What follows belongs to an exercise in optimizing a design on an open flow for small area and a short achievable clock period; a production flow would make more cautious choices. The RTL was checked by simulation tests, not by an equivalence proof against the original design. Power is estimated from default activity; no workload was simulated.

==> 10-13 <==
Design xfold_engine, start of the top module:
module xfold_engine (
    input             clk,
    input             rst,
    input             cmd_valid,
    input      [31:0] cmd,
    input             sink_ready,
    output            resp_valid,
    output            resp_ill,
    output     [31:0] resp,
    output            txo_valid,
    output     [7:0]  txo_data,
    output            txo_final
);
make LEC_CHECK=0 CAP_MARGIN=20 CORE_MARGIN=2 CORE_UTILIZATION=40 SETUP_SLACK_MARGIN=4 SLEW_MARGIN=20 SYNTH_HIERARCHICAL=1 TNS_END_PERCENT=0 finish   # period 10.0 ns
run.sh (not shown) runs the stock make flow with config.mk's settings and CLKGATE_MAP_FILE= SYNTH_SCRIPT=/design/flow/synth_recipe.tcl, a recipe that flattens the netlist after the stock synthesis.
==> 09-08: changes against 10-13 <==
--- a/flow/design.v
+++ b/flow/design.v
@@ -37,16 +37,17 @@
     reg [7:0]   tx_pcur;
     reg [2:0]   arq_state;
     reg [1:0]   arq_attempts;
     wire [3:0]  op  = cmd[31:28];
     wire [8:0]  a   = cmd[16:8];
     wire [7:0]  d   = cmd[7:0];
-    wire arq_busy   = (arq_state == ARQ_SENDING) || (arq_state == ARQ_WAIT_ACK);
-    wire arq_send_s = (arq_state == ARQ_SENDING);
-    wire arq_wait_s = (arq_state == ARQ_WAIT_ACK);
-    wire tx_sending = (tx_state != TX_IDLE) && (tx_state != TX_DONE) && (tx_state != TX_ERROR);
+    reg  arq_send_s;     
+    reg  arq_wait_s;     
+    reg  tx_sending;     
+    reg  tx_is_data;     
+    wire arq_busy   = arq_send_s | arq_wait_s;
     wire a_big      = a[8] | a[7] | (a[6] & (a[5:0] != 6'd0));    
     wire bad, go_seed, go_fold, go_feed, go_rxrst, go_load, go_begin, go_next, go_txrst,
          go_send, go_ack, go_abort, go_clr;
     wire g_rx, g_bg, g_bgo, g_txs, g_sendok, g_sendbig, g_r0, g_r1, g_r3, g_r4, g_r5, g_r6;
     wire ack_ack, ack_nak, nak_retry, restart, cont, step_cur, emit_cur, emit_stx;
     xf_gate u_gate (
@@ -63,27 +64,43 @@
         .g_r5(g_r5), .g_r6(g_r6),
         .ack_ack(ack_ack), .ack_nak(ack_nak), .nak_retry(nak_retry), .restart(restart),
         .cont(cont), .step_cur(step_cur), .emit_cur(emit_cur), .emit_stx(emit_stx),
         .txo_valid(txo_valid), .txo_final(txo_final)
     );
     genvar g;
+    wire [3:0] a_np0, a_np1, a_np2;
+    xf_pre2  u_apre0 (.s(a[1:0]), .np(a_np0));
+    xf_pre2  u_apre1 (.s(a[3:2]), .np(a_np1));
+    xf_pre2e u_apre2 (.s(a[5:4]), .off(a[6]), .np(a_np2));
     wire [63:0] a_oh;
-    xf_dec64 u_adec (.s(a[5:0]), .oh(a_oh));
+    xf_dec64 u_adec (.np0(a_np0), .np1(a_np1), .np2(a_np2), .oh(a_oh));
     wire [7:0] pfb_rd;
-    xf_aomux u_pfb (.in({tx_pf[503:0], 8'h00}), .oh(a_oh), .out(pfb_rd));
-    wire [7:0] top_pf   = tx_pf[511:504] & {8{a[6]}};
-    wire [7:0] pf_below = pfb_rd | top_pf;
-    wire [7:0] begin_x  = STX ^ a[7:0] ^ top_pf;
-    wire [7:0] begin_chk = pfb_rd ^ begin_x;
-    wire       is_data = (tx_state == TX_SEND_DATA);
-    wire [5:0] rd2_idx = tx_sending ? (is_data ? tx_cursor[5:0] + 6'd1 : 6'd0) : a[5:0];
+    xf_aomux u_pfb (.in({tx_pf[503:0], STX}), .oh(a_oh), .out(pfb_rd));
+    wire [7:0] top_pf    = tx_pf[511:504] & {8{a[6]}};
+    wire [7:0] begin_chk = pfb_rd | top_pf;
+    function [7:0] step_x;
+        input [6:0] k;
+        integer j;
+        begin
+            step_x = 8'h01;
+            for (j = 1; j < 8; j = j + 1)
+                step_x[j] = step_x[j-1] & k[j-1];
+        end
+    endfunction
+    wire       is_data = tx_is_data;
+    wire [5:0] pre_idx = is_data ? tx_cursor[5:0] + 6'd1 : 6'd0;
+    wire [3:0] p_np0, p_np1, p_np2;
+    xf_pre2  u_ppre0 (.s(pre_idx[1:0]), .np(p_np0));
+    xf_pre2  u_ppre1 (.s(pre_idx[3:2]), .np(p_np1));
+    xf_pre2  u_ppre2 (.s(pre_idx[5:4]), .np(p_np2));
     wire [7:0] pf_rd2;
     wire [63:0] rd2_oh;
-    xf_dec64 u_rd2dec (.s(rd2_idx), .oh(rd2_oh));
+    xf_dec64 u_rd2dec (.np0(tx_sending ? p_np0 : a_np0), .np1(tx_sending ? p_np1 : a_np1),
+                       .np2(tx_sending ? p_np2 : a_np2), .oh(rd2_oh));
     xf_aomux u_pf2 (.in(tx_pf), .oh(rd2_oh), .out(pf_rd2));
-    wire [7:0] load_delta = pf_rd2 ^ pf_below ^ d;
+    wire [7:0] load_delta = pf_rd2 ^ pfb_rd ^ step_x(a[6:0]) ^ d;
     wire [7:0] rx_rd;
     xf_aomux u_rxrd (.in(rx_buf), .oh(a_oh), .out(rx_rd));
     reg [2:0] f_rx_state;
     reg [1:0] f_rx_err;
     reg [7:0] f_rx_len, f_rx_chk;
     reg [6:0] f_rx_count;
@@ -212,18 +229,18 @@
         end
         if (restart && sink_ready) n_tx_state = TX_SEND_LEN;
         if (step_cur) begin
             n_tx_state = stepped;
             case (tx_state)
                 TX_SEND_LEN: begin
-                    n_tx_nbyte = pf_rd2;
+                    n_tx_nbyte = pf_rd2 ^ STX ^ 8'h01;
                     n_tx_pcur  = pf_rd2;
                 end
                 TX_SEND_DATA: begin
                     n_tx_cursor = tx_cursor + 7'd1;
-                    n_tx_nbyte = pf_rd2 ^ tx_pcur;
+                    n_tx_nbyte = pf_rd2 ^ tx_pcur ^ step_x(tx_cursor + 7'd1);
                     n_tx_pcur  = pf_rd2;
                 end
                 TX_SEND_ETX: if (cont) n_arq_state = ARQ_WAIT_ACK;
                 default: ;
             endcase
         end
@@ -248,13 +265,13 @@
     wire [31:0] feed_word = rxstat(f_rx_state, f_rx_err, f_rx_len, f_rx_count, f_rx_chk);
     xf_out u_out (
         .g_chk(go_seed | go_fold), .w_chk(op[1] ? (chk_acc ^ d) : d),
         .g_feed(go_feed), .w_feed(feed_word),
         .g_rx(g_rx), .w_rx(rx_rd),
         .g_txs(g_txs), .w_txs(txstat_cur),
-        .g_bg(g_bg), .w_bg({a[6:0], 8'h11}), .bg_pf(pfb_rd), .bg_x(begin_x),
+        .g_bg(g_bg), .w_bg({a[6:0], 8'h11}), .bg_pf(pfb_rd), .bg_top(top_pf),
         .g_bgo(g_bgo),
         .g_next(go_next), .w_next(next_word),
         .g_sendok(g_sendok), .g_sendbig(g_sendbig),
         .g_ack(go_ack), .w_ack(ack_word),
         .g_r0(g_r0), .w_r0({arq_busy, ill}),
         .g_r1(g_r1), .w_r1(rxstat_cur),
@@ -270,31 +287,39 @@
             rx_state     <= RX_WAIT_STX;
             rx_err       <= 2'd0;
             rx_len       <= 8'h00;
             rx_count     <= 7'h00;
             rx_chk       <= 8'h00;
             tx_state     <= TX_IDLE;
+            tx_sending   <= 1'b0;
+            tx_is_data   <= 1'b0;
             tx_len       <= 7'd0;
             tx_cursor    <= 7'd0;
             tx_chk       <= 8'h00;
             arq_state    <= ARQ_IDLE;
+            arq_send_s   <= 1'b0;
+            arq_wait_s   <= 1'b0;
             arq_attempts <= 2'd0;
         end else begin
             if (go_seed || go_fold) chk_acc <= chk_word;
             if (bad) ill <= 1'b1;
             else if (go_clr)      ill <= 1'b0;
             rx_state     <= n_rx_state;
             rx_err       <= n_rx_err;
             rx_len       <= n_rx_len;
             rx_count     <= n_rx_count;
             rx_chk       <= n_rx_chk;
             tx_state     <= n_tx_state;
+            tx_sending   <= (n_tx_state != TX_IDLE) && (n_tx_state != TX_DONE) && (n_tx_state != TX_ERROR);
+            tx_is_data   <= (n_tx_state == TX_SEND_DATA);
             tx_len       <= n_tx_len;
             tx_cursor    <= n_tx_cursor;
             tx_chk       <= n_tx_chk;
             arq_state    <= n_arq_state;
+            arq_send_s   <= (n_arq_state == ARQ_SENDING);
+            arq_wait_s   <= (n_arq_state == ARQ_WAIT_ACK);
             arq_attempts <= n_arq_attempts;
         end
     end
     always @(posedge clk) begin
         tx_nbyte <= n_tx_nbyte;
         tx_pcur  <= n_tx_pcur;
@@ -302,16 +327,16 @@
     generate
         for (g = 0; g < 64; g = g + 1) begin : g_rxw
             always @(posedge clk)
                 if (!rst && rx_we && rx_count[5:0] == g) rx_buf[8*g +: 8] <= d;
         end
     endgenerate
-    wire [7:0] load_x = (go_load && !rst) ? load_delta : 8'h00;
+    wire [7:0] load_x = load_delta;
     generate
         for (g = 0; g < 64; g = g + 1) begin : g_load
-            wire upd = (a[5:0] <= g);
+            wire upd = go_load && (a[5:0] <= g);
             always @(posedge clk)
                 tx_pf[8*g +: 8] <= tx_pf[8*g +: 8] ^ (load_x & {8{upd}});
         end
     endgenerate
 endmodule
 module xf_gate (
@@ -399,13 +424,13 @@
 endmodule
 module xf_out (
     input         g_chk,  input [7:0]  w_chk,
     input         g_feed, input [31:0] w_feed,
     input         g_rx,   input [7:0]  w_rx,
     input         g_txs,  input [31:0] w_txs,
-    input         g_bg,   input [14:0] w_bg, input [7:0] bg_pf, input [7:0] bg_x,
+    input         g_bg,   input [14:0] w_bg, input [7:0] bg_pf, input [7:0] bg_top,
     input         g_bgo,
     input         g_next, input [13:0] w_next,
     input         g_sendok, g_sendbig,
     input         g_ack,  input [9:0]  w_ack,
     input         g_r0,   input [1:0]  w_r0,
     input         g_r1,   input [31:0] w_r1,
@@ -415,43 +440,95 @@
     output [31:0] resp
 );
     assign resp = ({24'h0, w_chk & {8{g_chk}}})
                 | (w_feed & {32{g_feed}})
                 | ({24'h0, w_rx & {8{g_rx}}})
                 | (w_txs & {32{g_txs}})
-                | ({(bg_pf ^ bg_x), 9'h0, w_bg} & {32{g_bg}})
+                | ({(bg_pf | bg_top), 9'h0, w_bg} & {32{g_bg}})
                 | ({24'h0, 8'h77} & {32{g_bgo}})
                 | ({18'h0, w_next} & {32{g_next}})
                 | ({31'h0, g_sendok}) | ({29'h0, g_sendbig, 1'b0, g_sendbig})
                 | ({22'h0, w_ack} & {32{g_ack}})
                 | ({30'h0, w_r0} & {32{g_r0}})
                 | (w_r1 & {32{g_r1}})
                 | ({22'h0, w_r3} & {32{g_r3}})
                 | ({24'h0, w_r4} & {32{g_r4}})
                 | (32'h15060302 & {32{g_r5}})
                 | (32'h00000340 & {32{g_r6}});
 endmodule
+module xf_pre2 (
+    input  [1:0] s,
+    output [3:0] np
+);
+    assign np[0] = ~(~s[1] & ~s[0]);
+    assign np[1] = ~(~s[1] &  s[0]);
+    assign np[2] = ~( s[1] & ~s[0]);
+    assign np[3] = ~( s[1] &  s[0]);
+endmodule
+module xf_pre2e (
+    input  [1:0] s,
+    input        off,
+    output [3:0] np
+);
+    assign np[0] = ~(~off & ~s[1] & ~s[0]);
+    assign np[1] = ~(~off & ~s[1] &  s[0]);
+    assign np[2] = ~(~off &  s[1] & ~s[0]);
+    assign np[3] = ~(~off &  s[1] &  s[0]);
+endmodule
+module xf_nor3 (input a, input b, input c, output y);
+    assign y = ~(a | b | c);
+endmodule
+module xf_a22oi (input a1, input a2, input b1, input b2, output y);
+    assign y = ~((a1 & a2) | (b1 & b2));
+endmodule
+module xf_nand4 (input a, input b, input c, input d, output y);
+    assign y = ~(a & b & c & d);
+endmodule
+module xf_nor2 (input a, input b, output y);
+    assign y = ~(a | b);
+endmodule
 module xf_dec64 (
-    input  [5:0]  s,
+    input  [3:0]  np0,
+    input  [3:0]  np1,
+    input  [3:0]  np2,
     output [63:0] oh
 );
     genvar k;
     generate
         for (k = 0; k < 64; k = k + 1) begin : g_k
-            assign oh[k] = (s == k);
+            xf_nor3 u (.a(np0[k % 4]), .b(np1[(k / 4) % 4]), .c(np2[k / 16]), .y(oh[k]));
         end
     endgenerate
 endmodule
+module xf_ao8 (
+    input  [7:0] d,
+    input  [7:0] s,
+    output       y
+);
+    assign y = |(d & s);
+endmodule
+module xf_or8 (
+    input  [7:0] p,
+    output       y
+);
+    assign y = |p;
+endmodule
 module xf_aomux (
     input  [511:0] in,
     input  [63:0]  oh,
     output [7:0]   out
 );
-    reg [7:0] o;
-    integer k;
-    always @* begin
-        o = 8'h00;
-        for (k = 0; k < 64; k = k + 1)
-            o = o | (in[8*k +: 8] & {8{oh[k]}});
-    end
-    assign out = o;
+    genvar b, i, j;
+    generate
+        for (b = 0; b < 8; b = b + 1) begin : g_b
+            wire [7:0] p;
+            for (i = 0; i < 8; i = i + 1) begin : g_1
+                wire [7:0] dv;
+                for (j = 0; j < 8; j = j + 1) begin : g_j
+                    assign dv[j] = in[8*(8*i+j) + b];
+                end
+                xf_ao8 u (.d(dv), .s(oh[8*i +: 8]), .y(p[i]));
+            end
+            xf_or8 u_o (.p(p), .y(out[b]));
+        end
+    endgenerate
 endmodule
==> impl_metrics.py <==
metrics = {
    "logic_synthesis": {
        "synth-compound-area-share_pct": 16.30,
        "synth_xor_area_share_pct": 10.57,
    },
    "outcome": {
        "status": "finished clean",
    },
    "routing": {
        "wl_per_cell_um": 29.95,
        "vias": 41960,
    },
    "pwr": {
        "p_leak_nw": 23.10,
    },
    "clock_tree": {
        "numCtsBuffers": 118,
        "cts_resized": 323,
    },
    "layout": {
        "final-instance-count-excl-fill": 6707,
        "fin_util_pct": 49.18,
    },
    "worst_setup_path": {
        "cp-endpoint": "tx_pf[63]$_DFF_P_",
        "crit_start": "tx_cursor[0]$_SDFF_PP0_",
    },
    "timing": {
        "skew_ns": 0.05606,
    },
    "floorplanning": {
        "taps": 1637,
    },
}
[end of results for 09-08]
==> impl_metrics.py <==
metrics = {
    "pwr": {
        "p_leak_nw": 21.14,
    },
    "routing": {
        "vias": 41750,
        "wl_per_cell_um": 37.88,
    },
    "timing": {
        "whs_ns": 0.4846,
    },
    "layout": {
        "final-instance-count-excl-fill": 6405,
        "fin_util_pct": 47.50,
    },
    "worst_setup_path": {
        "crit_start": "cmd[13]",
        "cp-endpoint": "tx_pf[61]$_DFF_P_",
    },
    "outcome": {
        "status": "finished clean",
    },
    "clock_tree": {
        "numCtsBuffers": 117,
        "cts_resized": 384,
    },
    "logic_synthesis": {
        "synth-compound-area-share_pct": 17.95,
    },
}
[end of results for 10-13]

==> run D <==
xfold_engine, a different RTL version from the one above (not shown whole).
Design xfold_engine, start of the top module:
module xfold_engine (
    input             clk,
    input             rst,
    input             cmd_valid,
    input      [31:0] cmd,
    input             sink_ready,
    output            resp_valid,
    output            resp_ill,
    output     [31:0] resp,
    output            txo_valid,
    output     [7:0]  txo_data,
    output            txo_final
);
clock: 10.0 ns
lec_check: 0
cap_margin: 20
core_margin: 2
core_utilization: 40
setup_slack_margin: 4
slew_margin: 20
synth_hierarchical: 1
tns_end_percent: 0
==> run M (differences from run D) <==
--- a/flow/design.v
+++ b/flow/design.v
@@ -64,23 +64,24 @@
         .g_sendbig(g_sendbig), .g_r0(g_r0), .g_r1(g_r1), .g_r3(g_r3), .g_r4(g_r4),
         .g_r5(g_r5), .g_r6(g_r6),
         .ack_ack(ack_ack), .ack_nak(ack_nak), .nak_retry(nak_retry), .restart(restart),
         .cont(cont), .step_cur(step_cur), .emit_cur(emit_cur), .emit_stx(emit_stx),
         .txo_valid(txo_valid), .txo_final(txo_final)
     );
     wire [15:0] a_np16;
-    wire [3:0]  a_np4, a_np4s;
+    wire [3:0]  a_np4, a_np4b, a_np4s;
     xf_pre4  u_apre0 (.s(a[3:0]), .np(a_np16));
     xf_pre2e u_apre1 (.s(a[5:4]), .off(a[6]), .np(a_np4));
+    xf_pre2e u_apre1b (.s(a[5:4]), .off(a[6]), .np(a_np4b));
     xf_pre2e u_apre2 (.s(a[5:4]), .off(tx_sending), .np(a_np4s));
     wire [63:0] a_oh;
-    genvar g;
+    genvar g, i;
     generate
         for (g = 0; g < 64; g = g + 1) begin : g_aoh
-            xf_nor2 u (.a(a_np16[g % 16]), .b(a_np4[g / 16]), .y(a_oh[g]));
+            xf_nor2 u (.a(a_np16[g % 16]), .b((g % 2) ? a_np4b[g / 16] : a_np4[g / 16]), .y(a_oh[g]));
         end
     endgenerate
     wire [7:0] pfb_rd;
     xf_aomux u_pfb (.in({tx_pf[503:0], STX}), .oh(a_oh), .out(pfb_rd));
     wire [7:0] top_pf    = tx_pf[511:504] & {8{a[6]}};
     wire [7:0] begin_chk = pfb_rd | top_pf;
     function [7:0] step_x;
@@ -101,15 +102,22 @@
     generate
         for (g = 0; g < 64; g = g + 1) begin : g_rd2oh
             xf_o22ai u (.a1(a_np16[g % 16]), .a2(a_np4s[g / 16]),
                         .b1(p_np16[g % 16]), .b2(p_np4s[g / 16]), .y(rd2_oh[g]));
         end
     endgenerate
     xf_aomux u_pf2 (.in(tx_pf), .oh(rd2_oh), .out(pf_rd2));
-    wire [7:0] load_delta = pf_rd2 ^ pfb_rd ^ step_x(a[6:0]) ^ d;
+    wire [7:0]  load_rr;
+    wire [31:0] load_dq;
+    wire [7:0]  load_k = step_x(a[6:0]) ^ d;
+    xf_xor8 u_dx0 (.a(pf_rd2), .b(pfb_rd), .y(load_rr));
+    xf_xor8 u_dx1 (.a(load_rr), .b(load_k), .y(load_dq[7:0]));
+    xf_xor8 u_dx2 (.a(load_rr), .b(load_k), .y(load_dq[15:8]));
+    xf_xor8 u_dx3 (.a(load_rr), .b(load_k), .y(load_dq[23:16]));
+    xf_xor8 u_dx4 (.a(load_rr), .b(load_k), .y(load_dq[31:24]));
     wire [7:0] rx_rd;
     xf_aomux u_rxrd (.in(rx_buf), .oh(a_oh), .out(rx_rd));
     reg [2:0] f_rx_state;
     reg [1:0] f_rx_err;
     reg [7:0] f_rx_len, f_rx_chk;
     reg [6:0] f_rx_count;
     always @* begin
@@ -271,29 +279,29 @@
     wire [9:0] ack_word = {ack_att, 5'b0, ack_st};
     wire [7:0] chk_word = go_seed ? d : (chk_acc ^ d);
     wire [31:0] feed_word = rxstat(f_rx_state, f_rx_err, f_rx_len, f_rx_count, f_rx_chk);
     xf_out u_out (
         .g_chk(go_seed | go_fold), .w_chk(op[1] ? (chk_acc ^ d) : d),
         .g_feed(go_feed), .w_feed(feed_word),
         .g_txs(g_txs), .w_txs(txstat_cur),
-        .g_bg(g_bg), .w_bg({a[6:0], 8'h11}),
+        .g_bg(g_bg), .w_bg({a[6:0], 8'h11}), .bg_top(top_pf),
         .g_bgo(g_bgo),
         .g_next(go_next), .w_next(next_word),
         .g_sendok(g_sendok), .g_sendbig(g_sendbig),
         .g_ack(go_ack), .w_ack(ack_word),
         .g_r0(g_r0), .w_r0({arq_busy, ill}),
         .g_r1(g_r1), .w_r1(rxstat_cur),
         .g_r3(g_r3), .w_r3(arqstat_cur),
         .g_r4(g_r4), .w_r4(chk_acc),
         .g_r5(g_r5), .g_r6(g_r6),
         .resp(resp_e)
     );
     wire [31:0] resp_e;
     xf_late u_late (.e_lo(resp_e[7:0]), .e_hi(resp_e[31:24]), .g_rx(g_rx), .g_bg(g_bg),
-                    .rx_rd(rx_rd), .bg_pf(pfb_rd), .bg_top(top_pf),
+                    .rx_rd(rx_rd), .bg_pf(pfb_rd),
                     .lo(resp[7:0]), .hi(resp[31:24]));
     assign resp[23:8] = resp_e[23:8];
     always @(posedge clk) begin
         if (rst) begin
             chk_acc      <= 8'h00;
             ill          <= 1'b0;
             rx_state     <= RX_WAIT_STX;
@@ -339,20 +347,23 @@
     end
     generate
         for (g = 0; g < 64; g = g + 1) begin : g_rxw
             always @(posedge clk)
                 if (!rst && rx_we && rx_count[5:0] == g) rx_buf[8*g +: 8] <= d;
         end
     endgenerate
-    wire [7:0] load_x = load_delta;
     generate
         for (g = 0; g < 64; g = g + 1) begin : g_load
             wire upd = go_load && (a[5:0] <= g);
+            wire [7:0] nxt;
+            for (i = 0; i < 8; i = i + 1) begin : g_bit
+                xf_upd u (.q(tx_pf[8*g + i]), .m(upd), .x(load_dq[8*(g / 16) + i]), .y(nxt[i]));
+            end
             always @(posedge clk)
-                tx_pf[8*g +: 8] <= tx_pf[8*g +: 8] ^ (load_x & {8{upd}});
+                tx_pf[8*g +: 8] <= nxt;
         end
     endgenerate
 endmodule
 module xf_gate (
     input  [31:0] cmd,
     input         cmd_valid,
     input         rst,
@@ -374,32 +385,52 @@
     output        g_r0, g_r1, g_r3, g_r4, g_r5, g_r6,
     output        ack_ack, ack_nak, nak_retry, restart, cont, step_cur, emit_cur, emit_stx,
     output        txo_valid, txo_final
 );
     wire [3:0] op = cmd[31:28];
     wire [8:0] a  = cmd[16:8];
     wire [7:0] d  = cmd[7:0];
-    wire rsv_z = (cmd[27:17] == 11'd0);
-    wire a_z   = (a == 9'd0);
-    wire d_z   = (d == 8'd0);
+    wire rsv_nz, a_nz, d_nz, dhi_nz;
+    wire [3:0] rz, az, dz;
+    xf_nor3 u_r0 (.a(cmd[17]), .b(cmd[18]), .c(cmd[19]), .y(rz[0]));
+    xf_nor3 u_r1 (.a(cmd[20]), .b(cmd[21]), .c(cmd[22]), .y(rz[1]));
+    xf_nor3 u_r2 (.a(cmd[23]), .b(cmd[24]), .c(cmd[25]), .y(rz[2]));
+    xf_nor2 u_r3 (.a(cmd[26]), .b(cmd[27]), .y(rz[3]));
+    xf_nand4 u_r4 (.a(rz[0]), .b(rz[1]), .c(rz[2]), .d(rz[3]), .y(rsv_nz));
+    xf_nor3 u_a0 (.a(a[0]), .b(a[1]), .c(a[2]), .y(az[0]));
+    xf_nor3 u_a1 (.a(a[3]), .b(a[4]), .c(a[5]), .y(az[1]));
+    xf_nor3 u_a2 (.a(a[6]), .b(a[7]), .c(a[8]), .y(az[2]));
+    xf_nand3 u_a4 (.a(az[0]), .b(az[1]), .c(az[2]), .y(a_nz));
+    xf_nor2 u_d0 (.a(d[0]), .b(d[1]), .y(dz[0]));
+    xf_nor2 u_d1 (.a(d[2]), .b(d[3]), .y(dz[1]));
+    xf_nor2 u_d2 (.a(d[4]), .b(d[5]), .y(dz[2]));
+    xf_nor2 u_d3 (.a(d[6]), .b(d[7]), .y(dz[3]));
+    xf_nand4 u_d4 (.a(dz[0]), .b(dz[1]), .c(dz[2]), .d(dz[3]), .y(d_nz));
+    wire dhz0, dhz1;
+    xf_nor3 u_h0 (.a(d[5]), .b(d[6]), .c(d[7]), .y(dhz0));
+    xf_nor2 u_h1 (.a(d[3]), .b(d[4]), .y(dhz1));
+    xf_nand2 u_h2 (.a(dhz0), .b(dhz1), .y(dhi_nz));
+    wire rsv_z = !rsv_nz;
+    wire a_z   = !a_nz;
+    wire d_z   = !d_nz;
     wire a_big = a[8] | a[7] | (a[6] & (a[5:0] != 6'd0));
     wire live  = cmd_valid && !rst;
     wire lr    = live && rsv_z;
     wire o0 = op == 4'h0, o1 = op == 4'h1, o2 = op == 4'h2, o3 = op == 4'h3;
     wire o4 = op == 4'h4, o5 = op == 4'h5, o6 = op == 4'h6, o7 = op == 4'h7;
     wire o8 = op == 4'h8, o9 = op == 4'h9, oa = op == 4'hA, ob = op == 4'hB;
     wire oc = op == 4'hC, od = op == 4'hD, oe = op == 4'hE;
     wire ok = rsv_z && (
         ((o0 | o4 | oc | oe) && a_z && d_z) ||
         ((o1 | o2 | o3 | ob) && a_z) ||
         (o5 && d_z) ||
         (o6 && !arq_busy && !tx_sending && a[8:6] == 3'd0) ||
         ((o7 | oa) && d_z && !arq_busy) ||
         ((o8 | o9) && a_z && d_z && !arq_busy) ||
-        (od && a_z && d[7:3] == 5'd0));
+        (od && a_z && !dhi_nz));
     assign resp_valid = live;
     assign resp_ill   = live && !ok;
     assign bad        = cmd_valid && !ok;
     assign go_seed  = lr && o1 && a_z;
     assign go_fold  = lr && o2 && a_z;
     assign go_feed  = lr && o3 && a_z;
     assign go_rxrst = lr && o4 && a_z && d_z;
@@ -407,15 +438,15 @@
     assign go_begin = lr && o7 && d_z && !arq_busy;
     assign go_next  = lr && o8 && a_z && d_z && !arq_busy;
     assign go_txrst = lr && o9 && a_z && d_z && !arq_busy;
     assign go_send  = lr && oa && d_z && !arq_busy;
     assign go_ack   = lr && ob && a_z;
     assign go_abort = lr && oc && a_z && d_z;
     assign go_clr   = lr && oe && a_z && d_z;
-    wire rd = lr && od && a_z && d[7:3] == 5'd0;
+    wire rd = lr && od && a_z && !dhi_nz;
     assign g_rx      = lr && o5 && d_z && rx_done && (a < {1'b0, rx_len});
     assign g_bg      = go_begin && !a_big;
     assign g_bgo     = go_begin && a_big;
     assign g_sendok  = go_send && !a_big;
     assign g_sendbig = go_send && a_big;
     assign g_txs     = go_load || (rd && d[2:0] == 3'd2);
     assign g_r0      = rd && d[2:0] == 3'd0;
@@ -435,30 +466,30 @@
     assign txo_valid = emit_cur || emit_stx;
     assign txo_final = emit_cur && tx_etx;
 endmodule
 module xf_out (
     input         g_chk,  input [7:0]  w_chk,
     input         g_feed, input [31:0] w_feed,
     input         g_txs,  input [31:0] w_txs,
-    input         g_bg,   input [14:0] w_bg,
+    input         g_bg,   input [14:0] w_bg, input [7:0] bg_top,
     input         g_bgo,
     input         g_next, input [13:0] w_next,
     input         g_sendok, g_sendbig,
     input         g_ack,  input [9:0]  w_ack,
     input         g_r0,   input [1:0]  w_r0,
     input         g_r1,   input [31:0] w_r1,
     input         g_r3,   input [9:0]  w_r3,
     input         g_r4,   input [7:0]  w_r4,
     input         g_r5,   g_r6,
     output [31:0] resp
 );
     assign resp = ({24'h0, w_chk & {8{g_chk}}})
                 | (w_feed & {32{g_feed}})
                 | (w_txs & {32{g_txs}})
-                | ({17'h0, w_bg} & {32{g_bg}})
+                | ({bg_top, 9'h0, w_bg} & {32{g_bg}})
                 | ({24'h0, 8'h77} & {32{g_bgo}})
                 | ({18'h0, w_next} & {32{g_next}})
                 | ({31'h0, g_sendok}) | ({29'h0, g_sendbig, 1'b0, g_sendbig})
                 | ({22'h0, w_ack} & {32{g_ack}})
                 | ({30'h0, w_r0} & {32{g_r0}})
                 | (w_r1 & {32{g_r1}})
                 | ({22'h0, w_r3} & {32{g_r3}})
@@ -469,32 +500,43 @@
 module xf_late (
     input  [7:0] e_lo,
     input  [7:0] e_hi,
     input        g_rx,
     input        g_bg,
     input  [7:0] rx_rd,
     input  [7:0] bg_pf,
-    input  [7:0] bg_top,
     output [7:0] lo,
     output [7:0] hi
 );
     assign lo = e_lo | (rx_rd & {8{g_rx}});
-    assign hi = e_hi | ((bg_pf | bg_top) & {8{g_bg}});
+    assign hi = e_hi | (bg_pf & {8{g_bg}});
 endmodule
 module xf_pre4 (
     input  [3:0]  s,
     output [15:0] np
 );
     genvar k;
     generate
         for (k = 0; k < 16; k = k + 1) begin : g_k
             assign np[k] = ~(s == k);
         end
     endgenerate
 endmodule
+module xf_nand3 (input a, input b, input c, output y);
+    assign y = ~(a & b & c);
+endmodule
+module xf_nand2 (input a, input b, output y);
+    assign y = ~(a & b);
+endmodule
+module xf_upd (input q, input m, input x, output y);
+    assign y = q ^ (m & x);
+endmodule
+module xf_xor8 (input [7:0] a, input [7:0] b, output [7:0] y);
+    assign y = a ^ b;
+endmodule
 module xf_o22ai (input a1, input a2, input b1, input b2, output y);
     assign y = ~((a1 | a2) & (b1 | b2));
 endmodule
 module xf_pre2 (
     input  [1:0] s,
     output [3:0] np
 );
==> flow/flow/run.sh (new file) <==
#!/bin/bash
# The standard layout, with two changes to how it is made:
#  - the port buffers that placement inserts are sky130_fd_sc_hd__buf_4 cells
#    (every input and output port still gets its own buffer), and
#  - timing repair may swap a cell for one with a different footprint.
# Synthesis is the standard one, run unchanged.
set -euo pipefail
bash standard.sh synth > synth.log 2>&1
bash standard.sh BUFFER_PORTS_ARGS="-buffer_cell sky130_fd_sc_hd__buf_4" MATCH_CELL_FOOTPRINT=0 finish > layout.log 2>&1
==> flow/standard.sh (new file) <==
#!/bin/bash
# synth_recipe.tcl (not shown) runs the flow's synth.tcl, then flattens the netlist and writes it again
# the make line also repeats each setting of config.mk as NAME=value (left out here)
make -C /OpenROAD-flow-scripts/flow DESIGN_CONFIG=/design/flow/config.mk WORK_HOME=/design/flow/orfs CLKGATE_MAP_FILE= SYNTH_SCRIPT=/design/flow/synth_recipe.tcl "${@:-finish}"
Settings changed: CORE_UTILIZATION 40 to 50, CTS_BUF_LIST from default to sky130_fd_sc_hd__clkbuf_8, CTS_CLUSTER_DIAMETER from default to 50, CTS_CLUSTER_SIZE from default to 12.
removed: flow/run.sh
==> run G (differences from run D) <==
--- a/flow/design.v
+++ b/flow/design.v
@@ -69,15 +69,15 @@
     );
     wire [15:0] a_np16;
     wire [3:0]  a_np4, a_np4s;
     xf_pre4  u_apre0 (.s(a[3:0]), .np(a_np16));
     xf_pre2e u_apre1 (.s(a[5:4]), .off(a[6]), .np(a_np4));
     xf_pre2e u_apre2 (.s(a[5:4]), .off(tx_sending), .np(a_np4s));
     wire [63:0] a_oh;
-    genvar g;
+    genvar g, i;
     generate
         for (g = 0; g < 64; g = g + 1) begin : g_aoh
             xf_nor2 u (.a(a_np16[g % 16]), .b(a_np4[g / 16]), .y(a_oh[g]));
         end
     endgenerate
     wire [7:0] pfb_rd;
     xf_aomux u_pfb (.in({tx_pf[503:0], STX}), .oh(a_oh), .out(pfb_rd));
@@ -101,15 +101,18 @@
     generate
         for (g = 0; g < 64; g = g + 1) begin : g_rd2oh
             xf_o22ai u (.a1(a_np16[g % 16]), .a2(a_np4s[g / 16]),
                         .b1(p_np16[g % 16]), .b2(p_np4s[g / 16]), .y(rd2_oh[g]));
         end
     endgenerate
     xf_aomux u_pf2 (.in(tx_pf), .oh(rd2_oh), .out(pf_rd2));
-    wire [7:0] load_delta = pf_rd2 ^ pfb_rd ^ step_x(a[6:0]) ^ d;
+    wire [7:0] load_rr, load_delta;
+    wire [7:0] load_k = step_x(a[6:0]) ^ d;
+    xf_xor8 u_dx0 (.a(pf_rd2), .b(pfb_rd), .y(load_rr));
+    xf_xor8 u_dx1 (.a(load_rr), .b(load_k), .y(load_delta));
     wire [7:0] rx_rd;
     xf_aomux u_rxrd (.in(rx_buf), .oh(a_oh), .out(rx_rd));
     reg [2:0] f_rx_state;
     reg [1:0] f_rx_err;
     reg [7:0] f_rx_len, f_rx_chk;
     reg [6:0] f_rx_count;
     always @* begin
@@ -271,29 +274,29 @@
     wire [9:0] ack_word = {ack_att, 5'b0, ack_st};
     wire [7:0] chk_word = go_seed ? d : (chk_acc ^ d);
     wire [31:0] feed_word = rxstat(f_rx_state, f_rx_err, f_rx_len, f_rx_count, f_rx_chk);
     xf_out u_out (
         .g_chk(go_seed | go_fold), .w_chk(op[1] ? (chk_acc ^ d) : d),
         .g_feed(go_feed), .w_feed(feed_word),
         .g_txs(g_txs), .w_txs(txstat_cur),
-        .g_bg(g_bg), .w_bg({a[6:0], 8'h11}),
+        .g_bg(g_bg), .w_bg({a[6:0], 8'h11}), .bg_top(top_pf),
         .g_bgo(g_bgo),
         .g_next(go_next), .w_next(next_word),
         .g_sendok(g_sendok), .g_sendbig(g_sendbig),
         .g_ack(go_ack), .w_ack(ack_word),
         .g_r0(g_r0), .w_r0({arq_busy, ill}),
         .g_r1(g_r1), .w_r1(rxstat_cur),
         .g_r3(g_r3), .w_r3(arqstat_cur),
         .g_r4(g_r4), .w_r4(chk_acc),
         .g_r5(g_r5), .g_r6(g_r6),
         .resp(resp_e)
     );
     wire [31:0] resp_e;
     xf_late u_late (.e_lo(resp_e[7:0]), .e_hi(resp_e[31:24]), .g_rx(g_rx), .g_bg(g_bg),
-                    .rx_rd(rx_rd), .bg_pf(pfb_rd), .bg_top(top_pf),
+                    .rx_rd(rx_rd), .bg_pf(pfb_rd),
                     .lo(resp[7:0]), .hi(resp[31:24]));
     assign resp[23:8] = resp_e[23:8];
     always @(posedge clk) begin
         if (rst) begin
             chk_acc      <= 8'h00;
             ill          <= 1'b0;
             rx_state     <= RX_WAIT_STX;
@@ -343,16 +346,20 @@
                 if (!rst && rx_we && rx_count[5:0] == g) rx_buf[8*g +: 8] <= d;
         end
     endgenerate
     wire [7:0] load_x = load_delta;
     generate
         for (g = 0; g < 64; g = g + 1) begin : g_load
             wire upd = go_load && (a[5:0] <= g);
+            wire [7:0] nxt;
+            for (i = 0; i < 8; i = i + 1) begin : g_bit
+                xf_upd u (.q(tx_pf[8*g + i]), .m(upd), .x(load_x[i]), .y(nxt[i]));
+            end
             always @(posedge clk)
-                tx_pf[8*g +: 8] <= tx_pf[8*g +: 8] ^ (load_x & {8{upd}});
+                tx_pf[8*g +: 8] <= nxt;
         end
     endgenerate
 endmodule
 module xf_gate (
     input  [31:0] cmd,
     input         cmd_valid,
     input         rst,
@@ -374,32 +381,52 @@
     output        g_r0, g_r1, g_r3, g_r4, g_r5, g_r6,
     output        ack_ack, ack_nak, nak_retry, restart, cont, step_cur, emit_cur, emit_stx,
     output        txo_valid, txo_final
 );
     wire [3:0] op = cmd[31:28];
     wire [8:0] a  = cmd[16:8];
     wire [7:0] d  = cmd[7:0];
-    wire rsv_z = (cmd[27:17] == 11'd0);
-    wire a_z   = (a == 9'd0);
-    wire d_z   = (d == 8'd0);
+    wire rsv_nz, a_nz, d_nz, dhi_nz;
+    wire [3:0] rz, az, dz;
+    xf_nor3 u_r0 (.a(cmd[17]), .b(cmd[18]), .c(cmd[19]), .y(rz[0]));
+    xf_nor3 u_r1 (.a(cmd[20]), .b(cmd[21]), .c(cmd[22]), .y(rz[1]));
+    xf_nor3 u_r2 (.a(cmd[23]), .b(cmd[24]), .c(cmd[25]), .y(rz[2]));
+    xf_nor2 u_r3 (.a(cmd[26]), .b(cmd[27]), .y(rz[3]));
+    xf_nand4 u_r4 (.a(rz[0]), .b(rz[1]), .c(rz[2]), .d(rz[3]), .y(rsv_nz));
+    xf_nor3 u_a0 (.a(a[0]), .b(a[1]), .c(a[2]), .y(az[0]));
+    xf_nor3 u_a1 (.a(a[3]), .b(a[4]), .c(a[5]), .y(az[1]));
+    xf_nor3 u_a2 (.a(a[6]), .b(a[7]), .c(a[8]), .y(az[2]));
+    xf_nand3 u_a4 (.a(az[0]), .b(az[1]), .c(az[2]), .y(a_nz));
+    xf_nor2 u_d0 (.a(d[0]), .b(d[1]), .y(dz[0]));
+    xf_nor2 u_d1 (.a(d[2]), .b(d[3]), .y(dz[1]));
+    xf_nor2 u_d2 (.a(d[4]), .b(d[5]), .y(dz[2]));
+    xf_nor2 u_d3 (.a(d[6]), .b(d[7]), .y(dz[3]));
+    xf_nand4 u_d4 (.a(dz[0]), .b(dz[1]), .c(dz[2]), .d(dz[3]), .y(d_nz));
+    wire dhz0, dhz1;
+    xf_nor3 u_h0 (.a(d[5]), .b(d[6]), .c(d[7]), .y(dhz0));
+    xf_nor2 u_h1 (.a(d[3]), .b(d[4]), .y(dhz1));
+    xf_nand2 u_h2 (.a(dhz0), .b(dhz1), .y(dhi_nz));
+    wire rsv_z = !rsv_nz;
+    wire a_z   = !a_nz;
+    wire d_z   = !d_nz;
     wire a_big = a[8] | a[7] | (a[6] & (a[5:0] != 6'd0));
     wire live  = cmd_valid && !rst;
     wire lr    = live && rsv_z;
     wire o0 = op == 4'h0, o1 = op == 4'h1, o2 = op == 4'h2, o3 = op == 4'h3;
     wire o4 = op == 4'h4, o5 = op == 4'h5, o6 = op == 4'h6, o7 = op == 4'h7;
     wire o8 = op == 4'h8, o9 = op == 4'h9, oa = op == 4'hA, ob = op == 4'hB;
     wire oc = op == 4'hC, od = op == 4'hD, oe = op == 4'hE;
     wire ok = rsv_z && (
         ((o0 | o4 | oc | oe) && a_z && d_z) ||
         ((o1 | o2 | o3 | ob) && a_z) ||
         (o5 && d_z) ||
         (o6 && !arq_busy && !tx_sending && a[8:6] == 3'd0) ||
         ((o7 | oa) && d_z && !arq_busy) ||
         ((o8 | o9) && a_z && d_z && !arq_busy) ||
-        (od && a_z && d[7:3] == 5'd0));
+        (od && a_z && !dhi_nz));
     assign resp_valid = live;
     assign resp_ill   = live && !ok;
     assign bad        = cmd_valid && !ok;
     assign go_seed  = lr && o1 && a_z;
     assign go_fold  = lr && o2 && a_z;
     assign go_feed  = lr && o3 && a_z;
     assign go_rxrst = lr && o4 && a_z && d_z;
@@ -407,15 +434,15 @@
     assign go_begin = lr && o7 && d_z && !arq_busy;
     assign go_next  = lr && o8 && a_z && d_z && !arq_busy;
     assign go_txrst = lr && o9 && a_z && d_z && !arq_busy;
     assign go_send  = lr && oa && d_z && !arq_busy;
     assign go_ack   = lr && ob && a_z;
     assign go_abort = lr && oc && a_z && d_z;
     assign go_clr   = lr && oe && a_z && d_z;
-    wire rd = lr && od && a_z && d[7:3] == 5'd0;
+    wire rd = lr && od && a_z && !dhi_nz;
     assign g_rx      = lr && o5 && d_z && rx_done && (a < {1'b0, rx_len});
     assign g_bg      = go_begin && !a_big;
     assign g_bgo     = go_begin && a_big;
     assign g_sendok  = go_send && !a_big;
     assign g_sendbig = go_send && a_big;
     assign g_txs     = go_load || (rd && d[2:0] == 3'd2);
     assign g_r0      = rd && d[2:0] == 3'd0;
@@ -435,30 +462,30 @@
     assign txo_valid = emit_cur || emit_stx;
     assign txo_final = emit_cur && tx_etx;
 endmodule
 module xf_out (
     input         g_chk,  input [7:0]  w_chk,
     input         g_feed, input [31:0] w_feed,
     input         g_txs,  input [31:0] w_txs,
-    input         g_bg,   input [14:0] w_bg,
+    input         g_bg,   input [14:0] w_bg, input [7:0] bg_top,
     input         g_bgo,
     input         g_next, input [13:0] w_next,
     input         g_sendok, g_sendbig,
     input         g_ack,  input [9:0]  w_ack,
     input         g_r0,   input [1:0]  w_r0,
     input         g_r1,   input [31:0] w_r1,
     input         g_r3,   input [9:0]  w_r3,
     input         g_r4,   input [7:0]  w_r4,
     input         g_r5,   g_r6,
     output [31:0] resp
 );
     assign resp = ({24'h0, w_chk & {8{g_chk}}})
                 | (w_feed & {32{g_feed}})
                 | (w_txs & {32{g_txs}})
-                | ({17'h0, w_bg} & {32{g_bg}})
+                | ({bg_top, 9'h0, w_bg} & {32{g_bg}})
                 | ({24'h0, 8'h77} & {32{g_bgo}})
                 | ({18'h0, w_next} & {32{g_next}})
                 | ({31'h0, g_sendok}) | ({29'h0, g_sendbig, 1'b0, g_sendbig})
                 | ({22'h0, w_ack} & {32{g_ack}})
                 | ({30'h0, w_r0} & {32{g_r0}})
                 | (w_r1 & {32{g_r1}})
                 | ({22'h0, w_r3} & {32{g_r3}})
@@ -469,32 +496,43 @@
 module xf_late (
     input  [7:0] e_lo,
     input  [7:0] e_hi,
     input        g_rx,
     input        g_bg,
     input  [7:0] rx_rd,
     input  [7:0] bg_pf,
-    input  [7:0] bg_top,
     output [7:0] lo,
     output [7:0] hi
 );
     assign lo = e_lo | (rx_rd & {8{g_rx}});
-    assign hi = e_hi | ((bg_pf | bg_top) & {8{g_bg}});
+    assign hi = e_hi | (bg_pf & {8{g_bg}});
 endmodule
 module xf_pre4 (
     input  [3:0]  s,
     output [15:0] np
 );
     genvar k;
     generate
         for (k = 0; k < 16; k = k + 1) begin : g_k
             assign np[k] = ~(s == k);
         end
     endgenerate
 endmodule
+module xf_nand3 (input a, input b, input c, output y);
+    assign y = ~(a & b & c);
+endmodule
+module xf_nand2 (input a, input b, output y);
+    assign y = ~(a & b);
+endmodule
+module xf_upd (input q, input m, input x, output y);
+    assign y = q ^ (m & x);
+endmodule
+module xf_xor8 (input [7:0] a, input [7:0] b, output [7:0] y);
+    assign y = a ^ b;
+endmodule
 module xf_o22ai (input a1, input a2, input b1, input b2, output y);
     assign y = ~((a1 | a2) & (b1 | b2));
 endmodule
 module xf_pre2 (
     input  [1:0] s,
     output [3:0] np
 );
==> flow/flow/run.sh (new file) <==
#!/bin/bash
# The standard layout, with two changes to how it is made:
#  - the port buffers that placement inserts are sky130_fd_sc_hd__buf_4 cells
#    (every input and output port still gets its own buffer), and
#  - timing repair may swap a cell for one with a different footprint.
# Synthesis is the standard one, run unchanged.
set -euo pipefail
bash standard.sh synth > synth.log 2>&1
bash standard.sh BUFFER_PORTS_ARGS="-buffer_cell sky130_fd_sc_hd__buf_4" MATCH_CELL_FOOTPRINT=0 finish > layout.log 2>&1
==> flow/standard.sh (new file) <==
#!/bin/bash
# synth_recipe.tcl (not shown) runs the flow's synth.tcl, then flattens the netlist and writes it again
# the make line also repeats each setting of config.mk as NAME=value (left out here)
make -C /OpenROAD-flow-scripts/flow DESIGN_CONFIG=/design/flow/config.mk WORK_HOME=/design/flow/orfs CLKGATE_MAP_FILE= SYNTH_SCRIPT=/design/flow/synth_recipe.tcl "${@:-finish}"
Settings changed: CTS_BUF_LIST from default to sky130_fd_sc_hd__clkbuf_8, CTS_CLUSTER_DIAMETER from default to 60, CTS_CLUSTER_SIZE from default to 16.
removed: flow/run.sh
==> comparison table <==
Clock group total power: run D 4.29 mW; run G 2.92 mW; run M 3.51 mW
Fraction of the mapped netlist area in simple logic gates: run D 14.78%; run G 14.59%; run M 14.59%
Width of the chip: run D 357.8 um; run G 355.5 um; run M 319.1 um
Achievable frequency: run D 0.1489 GHz; run G 0.1515 GHz; run M 0.1513 GHz
Data required time at the worst endpoint: run D 10610 ps; run G 8000 ps; run M 8000 ps
Headroom to the max-slew limit: run D 19.09%; run G 18.70%; run M 11.85%
Overall global routing resource usage: run D 31.53%; run G 29.05%; run M 38.48%
Non-clock buffer share: run D 6.135%; run G 4.874%; run M 5.932%
Critical path launch point: run D cmd[12]; run G cmd[17]; run M cmd[12]
Met2 Wirelength: run D 89770 um; run G 80260 um; run M 86480 um
Wire length on met1: run D 81610 um; run G 78560 um; run M 78000 um
Reg2Reg Setup Slack: run D 3790 ps; run G 3750 ps; run M 4700 ps
Syn-to-layout area delta: run D 20.14%; run G 15.21%; run M 16.76%
Final standard cell count with taps included and fillers excluded: run D 6777; run G 6615; run M 6387
Area of the mapped netlist: run D 0.05008 mm2; run G 0.04942 mm2; run M 0.04966 mm2
Outcome: run D no timing/DRC/antenna violations; run G no timing/DRC/antenna violations; run M no timing/DRC/antenna violations
Initial DRC Count: run D 6440; run G 5686; run M 6287
Startpoint of the most critical hold path: run D tx_pf[410]; run G tx_pf[331]; run M tx_pf[500]
Peak fanout along the critical path: run D 36; run G 4; run M 44
Post-CTS setup repair buffer count: run D 82; run G 108; run M 139
Fraction of area in registers: run D 45.92%; run G 48.52%; run M 47.65%
Std-Cell Core Area: run D 0.1240 mm2; run G 0.1222 mm2; run M 0.09842 mm2
Final Routed Wirelength: run D 208200 um; run G 187900 um; run M 200600 um
Largest net degree at the start of global routing: run D 59; run G 78; run M 62

[static timing again, ports no longer ideal]
The results above use ideal ports. As a check the final layouts listed here were re-extracted and re-timed, cells and wires unchanged. Step 1 (the two cells are an assumption about what drives the block):
set clk [get_ports {clk}]
set_driving_cell -lib_cell sky130_fd_sc_hd__clkbuf_16 $clk
set_driving_cell -lib_cell sky130_fd_sc_hd__buf_2 [delete_from_list [all_inputs] $clk]
Step 2 moves the port delays by t, midway between the first and last clock arrival at a register: inputs arrive t later, outputs are due t later. That takes back most of the time a late clock gives input paths. Slacks: no drivers / after step 1 / after step 2; pairs: no drivers / after step 1.
| run | t, ns | slack for setup (ns) | clock arrival spread, ns | worst data-port slew with drivers (ns) | cell pins on the clock port's net |
|---|---|---|---|---|---|
| 10-13 | 0.848 | 2.827 / 2.720 / 1.872 | 0.074 / 0.074 | 0.29 | 1 |
| 09-08 | 0.830 | 3.064 / 3.064 / 2.240 | 0.056 / 0.056 | 0.07 | 1 |
| run D | 0.820 | 3.286 / 3.163 / 2.514 | 0.046 / 0.046 | 0.41 | 1 |
| run M | 0.918 | 3.391 / 3.287 / 3.063 | 0.043 / 0.043 | 0.31 | 1 |
| run G | 0.896 | 3.398 / 3.369 / 2.673 | 0.051 / 0.050 | 0.08 | 1 |
After both steps setup and hold are still met in every run listed. For 10-13, which loses most, drivers alone change the setup slack by -0.107 ns; drivers and shift together by -0.955 ns.
